Context: an optimization exercise on an open-source flow, tuned for small area and a short achievable clock period. The choices shown serve that exercise and are no tape-out recipe.
Function was checked by simulation only, so behaviour that the tests miss may differ from the original.
Power is estimated from default activity; no workload was simulated.

==> design.v <==
module rbc_ring_calc (
    input  wire        clk,
    input  wire        rst,
    input  wire        in_valid,
    output wire        in_ready,
    input  wire [31:0] in_cmd,        
    input  wire [31:0] in_arg0,       
    input  wire [31:0] in_arg1,       
    input  wire [31:0] in_arg2,       
    input  wire        in_bound,      
    input  wire        in_grant,      
    input  wire        in_role,       
    input  wire [3:0]  in_kind,       
    input  wire [31:0] in_slots,      
    input  wire [31:0] in_base,       
    input  wire [31:0] in_grant_wr,   
    input  wire [31:0] in_grant_n,    
    input  wire [31:0] in_rd,
    input  wire [31:0] in_wr,
    output reg         out_valid,
    input  wire        out_ready,
    output wire [3:0]  out_err,       
    output wire [31:0] out_info,      
    output wire [31:0] out_res0,      
    output wire [31:0] out_res1,
    output wire [31:0] out_res2,
    output wire [31:0] out_first,     
    output wire [31:0] out_second,    
    output wire [31:0] out_addr0,
    output wire [31:0] out_addr1,
    output wire [31:0] out_addr2,
    output wire        out_store,     
    output wire [31:0] out_store_val  
);
    localparam [3:0] E_NONE          = 4'd0;
    localparam [3:0] E_ILLEGAL_CMD   = 4'd1;
    localparam [3:0] E_NOT_BOUND     = 4'd2;
    localparam [3:0] E_ROLE          = 4'd3;
    localparam [3:0] E_ALIGN         = 4'd5;
    localparam [3:0] E_BUS           = 4'd6;
    localparam [3:0] E_TYPE_MISMATCH = 4'd7;
    localparam [3:0] E_SIZE_OVERFLOW = 4'd9;
    localparam [3:0] E_INDEX_RANGE   = 4'd10;
    localparam [3:0] E_GRANT_PENDING = 4'd11;
    localparam [3:0] E_NO_GRANT      = 4'd12;
    localparam [3:0] E_COMMIT_RANGE  = 4'd13;
    function [1:0] esize_log2(input [3:0] kind);
        case (kind)
            4'd0, 4'd1, 4'd2:       esize_log2 = 2'd0;
            4'd3, 4'd4:             esize_log2 = 2'd1;
            4'd5, 4'd6, 4'd7:       esize_log2 = 2'd2;
            default:                esize_log2 = 2'd3;
        endcase
    endfunction
    wire [7:0] opc      = in_cmd[31:24];
    wire [3:0] c_kind   = in_cmd[23:20];
    wire [1:0] c_proto  = in_cmd[19:18];
    wire       c_role   = in_cmd[17];
    wire       c_init   = in_cmd[16];
    wire       c_dflt   = in_cmd[16];
    wire op_nop    = (opc == 8'h00);
    wire op_bind   = (opc == 8'h01);
    wire op_size   = (opc == 8'h02);
    wire op_empty  = (opc == 8'h03);
    wire op_full   = (opc == 8'h04);
    wire op_cap    = (opc == 8'h05);
    wire op_avrd   = (opc == 8'h06);
    wire op_avwr   = (opc == 8'h07);
    wire op_push   = (opc == 8'h10);
    wire op_pop    = (opc == 8'h11);
    wire op_acq    = (opc == 8'h12);
    wire op_commit = (opc == 8'h13);
    wire op_query  = op_empty | op_full | op_cap | op_avrd | op_avwr;
    wire op_pp     = op_push | op_pop;
    wire z23 = (in_cmd[23:0] == 24'd0);
    wire z15 = (in_cmd[15:0] == 16'd0);
    wire legal = ((op_nop | op_query | op_pp | op_acq) & z23) |
                 (op_bind & z15 & (c_proto != 2'd3)) |
                 (op_size & (in_cmd[19:0] == 20'd0)) |
                 (op_commit & (in_cmd[23:17] == 7'd0) & z15);
    wire ob4 = opc[4], ob2 = opc[2], ob1 = opc[1], ob0 = opc[0];
    wire [1:0] re = esize_log2(in_kind);    
    wire [1:0] ce = esize_log2(c_kind);     
    wire        use_w = ob4 ? ~ob0 : (ob2 & ~(ob1 & ~ob0));    
    wire [31:0] iy    = use_w ? in_wr : in_rd;     
    wire [31:0] d1;
    wire        av0_c;                               
    rbc_add #(32) u_d1 (.a(in_wr), .b(~in_rd), .ci(1'b1), .s(d1), .co(av0_c));
    wire        add_s = op_cap | (av0_c ^ ~use_w);
    wire [31:0] av_a  = (d1 ^ {32{use_w}}) | {32{op_cap}};
    wire [31:0] avail;
    rbc_add #(32) u_av (.a(av_a), .b(in_slots & {32{add_s}}), .ci(1'b0), .s(avail), .co());
    wire        av_zero = (avail == 32'd0);              
    wire rd_bad, wr_bad;                                 
    rbc_ge #(32) u_rdc (.a(in_rd), .b(in_slots), .ge(rd_bad));
    rbc_ge #(32) u_wrc (.a(in_wr), .b(in_slots), .ge(wr_bad));
    wire        req_a0   = ob1 & ~(ob0 & c_dflt);          
    wire        req_gn   = ob1 & ob0 & c_dflt;             
    wire [31:0] req      = req_a0 ? in_arg0 : (req_gn ? in_grant_n : in_arg1);
    wire        req_ge;
    rbc_ge #(32) u_req (.a(req), .b(avail), .ge(req_ge));
    wire        req_lt   = ~req_ge;
    wire        commit_ok;                               
    rbc_ge #(32) u_cmt (.a(in_grant_n), .b(in_arg0), .ge(commit_ok));
    wire [31:0] bind_nsh = in_arg1 >> ce;
    wire [31:0] bind_neg = ~(32'd8 >> ce);
    wire [31:0] pa = ~ob4 ? bind_nsh : ((ob1 & ob0) ? in_grant_wr : iy);
    wire [31:0] pb = ~ob4 ? bind_neg : req;
    wire [31:0] so = ~ob4 ? 32'hFFFF_FFFF : in_slots;
    wire [31:0] ps;
    wire        pc;
    rbc_add #(32) u_p (.a(pa), .b(pb), .ci(1'b0), .s(ps), .co(pc));
    wire [32:0] tc_s = {1'b1, pa ^ pb ^ ~so};
    wire [32:0] tc_c = {(pa & pb) | (pa & ~so) | (pb & ~so), 1'b1};
    wire [32:0] ts;
    wire        t_co;
    rbc_add #(33) u_t (.a(tc_s), .b(tc_c), .ci(1'b0), .s(ts), .co(t_co));
    wire        t_ge = ~ts[32];                          
    wire [31:0] mod_req = t_ge ? ts[31:0] : ps;
    wire [31:0] sec_req = t_ge ? ts[31:0] : 32'd0;
    wire        rd_zero = (in_rd == 32'd0);
    wire [31:0] dm_in   = op_pop ? in_wr : (rd_zero ? in_slots : in_rd);
    wire [31:0] dm_or;
    rbc_por #(32) u_dmo (.a(dm_in), .o(dm_or));
    wire [31:0] adv_av  = dm_in ^ ({32{~op_pop}} & ~{dm_or[30:0], 1'b0});
    wire        sec_on  = (op_pop ? ~av0_c : av0_c) & (op_pop | ~rd_zero);
    wire [31:0] sec_av  = sec_on ? adv_av : 32'd0;
    wire [31:0] xfer_sec = req_lt ? sec_req : sec_av;
    wire [31:0] slot_off = iy << re;
    wire [28:0] slot_hi;
    rbc_addb #(29) u_slot (.a(in_base[31:3]), .b(slot_off[31:3]), .ci(1'b1), .s(slot_hi), .co());
    wire [31:0] slot_addr = {slot_hi, slot_off[2:0]};
    wire [1:0]  sh   = ob4 ? (ob1 ? 2'd0 : re) : (ob1 ? ce : 2'd0);
    wire [31:0] a0   = ob1 ? (ob4 ? in_base : 32'd8) : in_arg0;
    wire [31:0] a2   = ob4 ? (ob1 ? 32'd8 : in_arg2) : {31'd0, ob1};
    wire [31:0] ls   = (~ob4 & ob1) ? in_arg0 : in_arg1;
    wire [35:0] wsh  = {4'd0, a2} << sh;
    wire [34:0] lsh  = {3'd0, ls} << sh;
    wire [35:0] wsum;
    rbc_addb #(36) u_w (.a({4'd0, a0}), .b(wsh), .ci(1'b0), .s(wsum), .co());
    wire [36:0] zc_a = {5'd0, a0};
    wire [36:0] zc_b = {1'b0, wsh};
    wire [36:0] zc_l = {2'd0, lsh};
    wire [36:0] zc_s = zc_a ^ zc_b ^ zc_l;
    wire [36:0] zc_c = (zc_a & zc_b) | (zc_a & zc_l) | (zc_b & zc_l);
    wire [36:0] zsum;
    rbc_add #(37) u_z (.a(zc_s), .b({zc_c[35:0], 1'b0}), .ci(1'b0), .s(zsum), .co());
    wire        z_hi = (zsum[36:32] != 5'd0);
    wire        z_bus = z_hi & ~((zsum[36:32] == 5'd1) & (zsum[31:0] == 32'd0));
    wire        buf_align = (re == 2'd0) ? 1'b0 :
                            (re == 2'd1) ? in_arg0[0] :
                            (re == 2'd2) ? (in_arg0[1:0] != 2'd0) :
                                           (in_arg0[2:0] != 3'd0);
    wire        bind_rem  = (ce == 2'd0) ? 1'b0 :
                            (ce == 2'd1) ? in_arg1[0] :
                            (ce == 2'd2) ? (in_arg1[1:0] != 2'd0) :
                                           (in_arg1[2:0] != 3'd0);
    wire        bind_small = (in_arg1 < ({28'd0, 4'd8} + (32'd1 << ce)));
    wire        bind_ovf  = (in_arg1 > 32'h8000_0008);    
    wire        bind_badk = (c_kind >= 4'd11);
    wire [3:0]  bind_esz  = 4'd1 << ce;
    reg [3:0]  n_err;
    reg [31:0] n_info;
    always @(*) begin
        n_err  = E_NONE;
        n_info = 32'd0;
        if (!legal) begin
            n_err  = E_ILLEGAL_CMD;
            n_info = in_cmd;
        end else if (op_bind) begin
            if (in_grant) begin
                n_err  = E_GRANT_PENDING;
            end else if (bind_badk) begin
                n_err  = E_TYPE_MISMATCH;
                n_info = {28'd0, c_kind};
            end else if (in_arg0[2:0] != 3'd0) begin
                n_err  = E_ALIGN;
                n_info = in_arg0;
            end else if (z_bus) begin
                n_err  = E_BUS;
                n_info = in_arg0;
            end else if (bind_small | bind_rem) begin
                n_err  = E_TYPE_MISMATCH;
                n_info = in_arg1;
            end else if (bind_ovf & (ce == 2'd0)) begin
                n_err  = E_SIZE_OVERFLOW;
                n_info = in_arg1;
            end else if ((c_proto == 2'd1 && c_kind != 4'd7) ||
                         (c_proto == 2'd2 && c_kind != 4'd1)) begin
                n_err  = E_TYPE_MISMATCH;
                n_info = {28'd0, c_kind};
            end
        end else if (op_size) begin
            if (bind_badk) begin
                n_err  = E_TYPE_MISMATCH;
                n_info = {28'd0, c_kind};
            end else if (in_arg0[31] | z_hi) begin
                n_err  = E_SIZE_OVERFLOW;
                n_info = in_arg0;
            end
        end else if (op_nop) begin
        end else if (!in_bound) begin
            n_err  = E_NOT_BOUND;
        end else if (op_query) begin
            if (op_cap) begin
            end else if (rd_bad) begin
                n_err  = E_INDEX_RANGE;
                n_info = in_rd;
            end else if (wr_bad) begin
                n_err  = E_INDEX_RANGE;
                n_info = in_wr;
            end
        end else if (in_role != op_pop) begin
            n_err  = E_ROLE;
            n_info = {31'd0, in_role};
        end else if (op_commit) begin
            if (!in_grant) begin
                n_err  = E_NO_GRANT;
            end else if (!c_dflt && !commit_ok) begin
                n_err  = E_COMMIT_RANGE;
                n_info = in_arg0;
            end
        end else if (!op_pop && in_grant) begin
            n_err  = E_GRANT_PENDING;
        end else if (op_pp && buf_align) begin
            n_err  = E_ALIGN;
            n_info = in_arg0;
        end else if (op_pp && z_bus) begin
            n_err  = E_BUS;
            n_info = in_arg0;
        end else if (rd_bad) begin
            n_err  = E_INDEX_RANGE;
            n_info = in_rd;
        end else if (wr_bad) begin
            n_err  = E_INDEX_RANGE;
            n_info = in_wr;
        end
    end
    wire ok = (n_err == E_NONE);
    wire [31:0] xfer_n = ((req_lt & (op_pp | op_acq)) | op_commit) ? req : avail;
    reg  [31:0] n_x0;
    always @(*) begin
        if (!ok)
            n_x0 = n_info;
        else if (op_bind)
            n_x0 = ps;
        else if (op_size)
            n_x0 = zsum[31:0];
        else if (op_empty | op_full)
            n_x0 = {31'd0, av_zero};
        else if (op_nop)
            n_x0 = 32'd0;
        else
            n_x0 = xfer_n;
    end
    wire [31:0] n_x1 = ob4 ? xfer_sec : {21'd0, c_role, c_proto, bind_esz, c_kind};
    wire [31:0] n_x4 = (ob1 & ~ob0 & ob4) ? in_wr :
                       ((req_lt | ~ob4 | ob1) ? mod_req : adv_av);
    wire        n_store = ok & (op_bind ? c_init : (op_commit | (op_pp & ~av_zero)));
    assign in_ready = out_ready;
    wire   load     = out_ready | ~out_valid;
    reg [3:0]  r_err;
    reg [31:0] x0, x1, x2, x3, x4;
    reg        r_store;
    reg        k_pp;       
    reg        k_acq;      
    reg        k_bind;     
    reg [1:0]  r_e;        
    always @(posedge clk) begin
        if (rst) begin
            out_valid <= 1'b0;
        end else if (load) begin
            out_valid <= in_valid & out_ready;
        end
    end
    always @(posedge clk) begin
        if (load) begin
            r_err   <= n_err;
            x0      <= n_x0;
            x1      <= n_x1;
            x2      <= slot_addr;
            x3      <= wsum[31:0];
            x4      <= n_x4;
            r_store <= n_store;
            k_pp    <= ok & op_pp;
            k_acq   <= ok & op_acq;
            k_bind  <= ok & op_bind;
            r_e     <= re;
        end
    end
    wire        is_err  = (r_err != E_NONE);
    wire        k_xfer  = k_pp | k_acq;
    wire [31:0] first;
    wire [31:0] addr2;
    rbc_add #(32) u_first (.a(x0), .b(~x1), .ci(1'b1), .s(first), .co());
    rbc_add #(32) u_addr2 (.a(x3), .b(first << r_e), .ci(1'b0), .s(addr2), .co());
    assign out_err       = r_err;
    assign out_info      = is_err ? x0 : 32'd0;
    assign out_res0      = is_err ? 32'd0 : x0;
    assign out_res1      = (k_bind | k_acq) ? x4 : 32'd0;
    assign out_res2      = k_bind ? {21'd0, x1[10:0]} : 32'd0;
    assign out_first     = k_xfer ? first : 32'd0;
    assign out_second    = k_xfer ? x1 : 32'd0;
    assign out_addr0     = k_xfer ? x2 : 32'd0;
    assign out_addr1     = k_xfer ? x3 : 32'd0;
    assign out_addr2     = k_pp ? addr2 : 32'd0;
    assign out_store     = r_store;
    assign out_store_val = (r_store & ~k_bind) ? x4 : 32'd0;
endmodule
module rbc_add #(parameter W = 32) (
    input  wire [W-1:0] a,
    input  wire [W-1:0] b,
    input  wire         ci,
    output wire [W-1:0] s,
    output wire         co
);
    localparam integer DS = (W > 32) ? 16 : (W > 16) ? 8 : (W > 8) ? 4 : (W > 4) ? 2 : 1;
    reg [W-1:0] g, p, G, P;
    integer i, d;
    always @(*) begin
        g = a & b;
        p = a ^ b;
        G = g;
        P = p;
        G[0] = g[0] | (p[0] & ci);
        for (d = 1; d < W; d = d * 2)
            for (i = 2 * d - 1; i < W; i = i + 2 * d) begin
                G[i] = G[i] | (P[i] & G[i - d]);
                P[i] = P[i] & P[i - d];
            end
        for (d = DS; d >= 1; d = d / 2)
            for (i = 3 * d - 1; i < W; i = i + 2 * d) begin
                G[i] = G[i] | (P[i] & G[i - d]);
                P[i] = P[i] & P[i - d];
            end
    end
    assign s  = p ^ {G[W-2:0], ci};
    assign co = G[W-1];
endmodule
module rbc_por #(parameter W = 32) (
    input  wire [W-1:0] a,
    output reg  [W-1:0] o
);
    localparam integer DS = (W > 32) ? 16 : (W > 16) ? 8 : (W > 8) ? 4 : (W > 4) ? 2 : 1;
    integer i, d;
    always @(*) begin
        o = a;
        for (d = 1; d < W; d = d * 2)
            for (i = 2 * d - 1; i < W; i = i + 2 * d)
                o[i] = o[i] | o[i - d];
        for (d = DS; d >= 1; d = d / 2)
            for (i = 3 * d - 1; i < W; i = i + 2 * d)
                o[i] = o[i] | o[i - d];
    end
endmodule
module rbc_ge #(parameter W = 32) (
    input  wire [W-1:0] a,
    input  wire [W-1:0] b,
    output wire         ge
);
    localparam integer DS = (W > 32) ? 16 : (W > 16) ? 8 : (W > 8) ? 4 : (W > 4) ? 2 : 1;
    reg [W-1:0] G, T;
    integer i, d;
    always @(*) begin
        G = a & ~b;              
        T = a | ~b;              
        G[0] = T[0];             
        for (d = 1; d < W; d = d * 2)
            for (i = 2 * d - 1; i < W; i = i + 2 * d) begin
                G[i] = G[i] | (T[i] & G[i - d]);
                T[i] = T[i] & T[i - d];
            end
        for (d = DS; d >= 1; d = d / 2)
            for (i = 3 * d - 1; i < W; i = i + 2 * d) begin
                G[i] = G[i] | (T[i] & G[i - d]);
                T[i] = T[i] & T[i - d];
            end
    end
    assign ge = G[W-1];
endmodule
module rbc_addb #(parameter W = 32) (
    input  wire [W-1:0] a,
    input  wire [W-1:0] b,
    input  wire         ci,
    output wire [W-1:0] s,
    output wire         co
);
    localparam integer NB = (W + 3) / 4;
    localparam integer WP = NB * 4;
    localparam integer DS = (NB > 32) ? 16 : (NB > 16) ? 8 : (NB > 8) ? 4 : (NB > 4) ? 2 : 1;
    wire [WP-1:0] ax = {{(WP-W){1'b0}}, a};
    wire [WP-1:0] bx = {{(WP-W){1'b0}}, b};
    reg  [WP-1:0] g, p, c;
    reg  [NB-1:0] BG, BP;
    integer i, k, d;
    always @(*) begin
        g = ax & bx;
        p = ax ^ bx;
        for (k = 0; k < NB; k = k + 1) begin
            BG[k] = g[4*k+3] | (p[4*k+3] & (g[4*k+2] | (p[4*k+2] & (g[4*k+1] | (p[4*k+1] & g[4*k])))));
            BP[k] = p[4*k+3] & p[4*k+2] & p[4*k+1] & p[4*k];
        end
        BG[0] = BG[0] | (BP[0] & ci);
        for (d = 1; d < NB; d = d * 2)
            for (i = 2 * d - 1; i < NB; i = i + 2 * d) begin
                BG[i] = BG[i] | (BP[i] & BG[i - d]);
                BP[i] = BP[i] & BP[i - d];
            end
        for (d = DS; d >= 1; d = d / 2)
            for (i = 3 * d - 1; i < NB; i = i + 2 * d) begin
                BG[i] = BG[i] | (BP[i] & BG[i - d]);
                BP[i] = BP[i] & BP[i - d];
            end
        for (k = 0; k < NB; k = k + 1) begin
            c[4*k]   = (k == 0) ? ci : BG[(k == 0) ? 0 : k - 1];
            c[4*k+1] = g[4*k]   | (p[4*k]   & c[4*k]);
            c[4*k+2] = g[4*k+1] | (p[4*k+1] & c[4*k+1]);
            c[4*k+3] = g[4*k+2] | (p[4*k+2] & c[4*k+2]);
        end
    end
    assign s  = p[W-1:0] ^ c[W-1:0];
    assign co = (W == WP) ? BG[NB-1] : c[W];
endmodule
==> flow/run.sh <==
#!/bin/bash
set -euo pipefail
export BUFFER_PORTS_ARGS="-buffer_cell sky130_fd_sc_hd__buf_1"
export SETUP_SLACK_MARGIN=17.5
bash standard.sh > standard_flow.log 2>&1
==> standard.sh <==
#!/bin/bash
# synth_recipe.tcl (not shown) runs the flow's synth.tcl, then flattens the netlist and writes it again
# the make line also repeats each setting of config.mk as NAME=value (left out here)
make -C /OpenROAD-flow-scripts/flow DESIGN_CONFIG=/design/flow/config.mk WORK_HOME=/design/flow/orfs CLKGATE_MAP_FILE= SYNTH_SCRIPT=/design/flow/synth_recipe.tcl "${@:-finish}"
==> config.mk <==
export PLATFORM = sky130hd
export DESIGN_NAME = rbc_ring_calc
export DESIGN_NICKNAME = rbc_ring_calc
export VERILOG_FILES = /design/flow/design.v
export SDC_FILE = /design/flow/constraint.sdc
export NUM_CORES = 4
export LEC_CHECK = 0
export ABC_AREA = 1
export CAP_MARGIN = 20
export CORE_MARGIN = 2
export CORE_UTILIZATION = 40
export SLEW_MARGIN = 20
==> constraint.sdc <==
create_clock -name core_clock -period 30.0 [get_ports {clk}]
set_input_delay 6.0000 -clock core_clock [delete_from_list [all_inputs] [get_ports {clk}]]
set_output_delay 6.0000 -clock core_clock [all_outputs]
set_load 0.01 [all_outputs]
==> flow_summary.toml <==
[worst_setup_path]
crit_top_cell = "nand2_1"
max_stage_delay_ns = 0.57
crit_path_end_kind = "flip-flop"
reg2reg_depth = 2
cp-start-kind = "input port"
r2r_start = "out_valid"
crit_fanout = 24
r2r-end = "x3[27]"
path_class = "in2reg"
cp_slowest_cell = "fa_2"
critPathArrivalTime_ns = 12.74
required_ns = 30.42
r2r_slack_ns = 27.70

[run_status]
outcome = "complete, but fails checks"
so.violations = "capacitance limit, slew limit"

[final_layout]
fill_cells = 9826
final_core_util_pct = 48.6
mostFrequentLayoutCells = "1586 x nand2_1, 982 x inv_1, 605 x buf_1"
drive_above_1_share_pct = 10.3
fin_nets = 7429
final_cell_area_mm2 = 0.0446
seq_area_mm2 = 0.00512
synthToLayoutAreaGrowth_pct = 20.3
final_common_cell = "nand2_1"
multi_input_area_mm2 = 0.0288

[floorplan]
start_util_pct = 40.4
pin_count = 658
die_width_um = 308
die_h_um = 308
placementRows = 111
dieArea_mm2 = 0.0950
fp.coreArea_mm2 = 0.0917

[clock_network]
cts.sinks = 171
clockBufferDepth = 2
ctsHoldBuffers = 0
cts_tree = "yes"
clockRootBuffer = "clkbuf_16"
clk_pin_slew_worst_paths_ns = 0.09
clock_latency_ns = 0.56
numCtsBuffers = 17
h-tree-depth = 4

[timing]
tightest_slew_ns = 1.54
fin_setup_tns_ns = 0
fin_crit_ns = 12.32
fin_crit_sh_pct = 41.1
rsz0062_at_grt = "false"
fin_skew_ns = 0.0281
setup_violations = 0
setup_slack_ns = 17.68
finalHoldViolations = 0
fmax_mhz = 81.2
slew_headroom_pct = -2.63
slew_viol_final = 21

[detailed_routing]
viasPerCell = 5.86
drt-pass1-iter-count = 7
drt_iter0_drc = 6409
wire_per_inst_um = 29.2
drc = 0
dr_total_vias = 45800
drt.antenna.violating_nets = 0
wl_mm = 228

[logic_synthesis]
synthesis.area_mm2 = 0.0370
yosys_warnings = 8
synth_ff_type = "edfxtp_1"
syn_avg_cell_area_um2 = 6.16
ys_ff_latch = 171
synth_edf_count = 170
synth_cell_type_count = 63
syn_inst = 6015
yosysSeqAreaShare_pct = 13.8
async_flop_share_pct = 0

[placement]
pre_cts_slack_ns = 14.33
dpl.hpwl_mm = 186
gp_congestion = 1.06
placed_cell_area_mm2 = 0.0404
io_buffer_count = 636

[worst_hold_path]
holdPathStages = 2
hold_path_class = "reg2reg"
min_from = "out_valid"
hold-path-endpoint = "out_valid"

[power]
p_per_area_mw_per_mm2 = 58.8
p_leak_uw = 0.0218
ir_worst_vdd_v = 0.0000513

[global_route]
overflow = 0
antenna_found_initial = 21
grt_pass1_vias = 40700
track_usage_pct = 45.9
grt_pass1_wl_mm = 305
grt_max_degree = 79

[job]
drv_cap = 1
[worst max path at each step]
stage / startpoint / endpoint
finish: in_cmd[25] / x0[31]
global route: in_kind[1] / x0[8]
CTS: x0[0] / out_addr2[31]
detailed placement: in_cmd[28] / x4[8]
global placement: in_cmd[28] / x4[10]
floorplan: in_wr[0] / x4[13]
[cells in the mapped netlist, types with 75 or more instances]
cell         n  area share (%)
nand2_1   1653              17
inv_1     1002              10
edfxtp_1   170              14
nand3_1    323             4.4
o22ai_1     85             1.4
fa_1       221              12
nor2_1     613             6.2
or2_2       75             1.3
o21ai_0    508             6.9
a21oi_1    216             2.9
ha_1       274             9.3
clkbuf_1   195             2.0
[kinds of logic (layout without fill, tap and decap cells)]
kind of cell / Yosys count / in the layout / share of synthesized area, %
buffers and inverters: 1302 / 1873 / 13.7
adder cells (fa/ha/maj): 495 / 495 / 21.2
AO/OA/AOI/OAI: 1119 / 1120 / 17.3
multiplexers: 7 / 7 / 0.193
flip-flops: 171 / 171 / 13.8
XOR/XNOR: 127 / 127 / 3.00
AND/OR/NAND/NOR: 2793 / 2802 / 30.8
other: 1 / 38 / 0.0101
[per-stage QoR]
| step | instances | power (uW) | hold WS [ns] |
|---|---|---|---|
| global route | 7807 | 2760 | 1.25 |
| floorplan | 6035 | 1420 | 3.98 |
| CTS | 7729 | 2420 | 1.17 |
| finish | 7819 | 2620 | 1.19 |
| global placement | 7653 | 2090 | 1.15 |
| detailed placement | 7653 | 2090 | 1.16 |
[registers in the layout, summed over array words and instances, names as in the netlist, 2 cells and up]
name / count
x0: 32
x1: 32
x2: 32
x3: 32
x4: 32
r_err: 4
r_e: 2
[repair_timing]
action / 4_1_cts / 5_1_grt
buffers inserted: 30 / 50
endpoints found under the setup margin: 127 / 114
gates resized for setup: 215 / 333
pin swaps: 14 / 67
gates cloned: 14 / 22
[worst max-delay path, delay by kind of cell]
family,cells,cell delay [ns]
simple gates,31,2.87
buf+inv,9,1.36
compound gates,6,1.22
fa+ha+maj,3,1.21
[power breakdown]
group          switching, uW  leakage [uW]  internal [uW]
clock                    141      0.000304            116
sequential              45.2       0.00185            353
combinational           1300        0.0196            659
[per-layer routing]
layer  wire length (um)  part of all wire (%)  GRT usage, %
met5                 73                 0.032             0
met4              18900                   8.3          31.1
met3              27400                    12          12.4
met2              94200                    41          67.5
met1              87600                    38          58.4
[area by class of cell]
class                           count  area share [%]
Multi-Input combinational cell   4572            64.6
Sequential cell                   171            11.5
Timing Repair Buffer              817            10.3
Inverter                         1023            8.75
Tap cell                         1186            3.33
Clock buffer                       17           0.955
Clock inverter                     15           0.452
Antenna cell                       17          0.0955
Timing Repair inverter              1          0.0112

## port drivers added, routing unchanged
Ports are ideal in the flow. The routed layout listed here was re-timed in OpenROAD.
Step 1 assumes that a clkbuf_16 drives the clock port and a buf_2 every other input.
Step 2 adds t to the input delays and takes it off the output delays; t is the mean of the earliest and latest rising clock arrival at the registers after step 1. Input paths then give back, and output paths get back, about the clock's delay inside the block.
Slacks: no drivers / after step 1 / after step 2; pairs: no drivers / after step 1.
t (ns): 0.619
setup WS [ns]: 17.679 / 17.531 / 16.911
hold WS [ns]: 1.188 / 1.188 / 1.188
pins driven straight from the clock port: 1
The setup slack of this run moves by -0.148 ns with the drivers and by -0.768 ns with both steps.
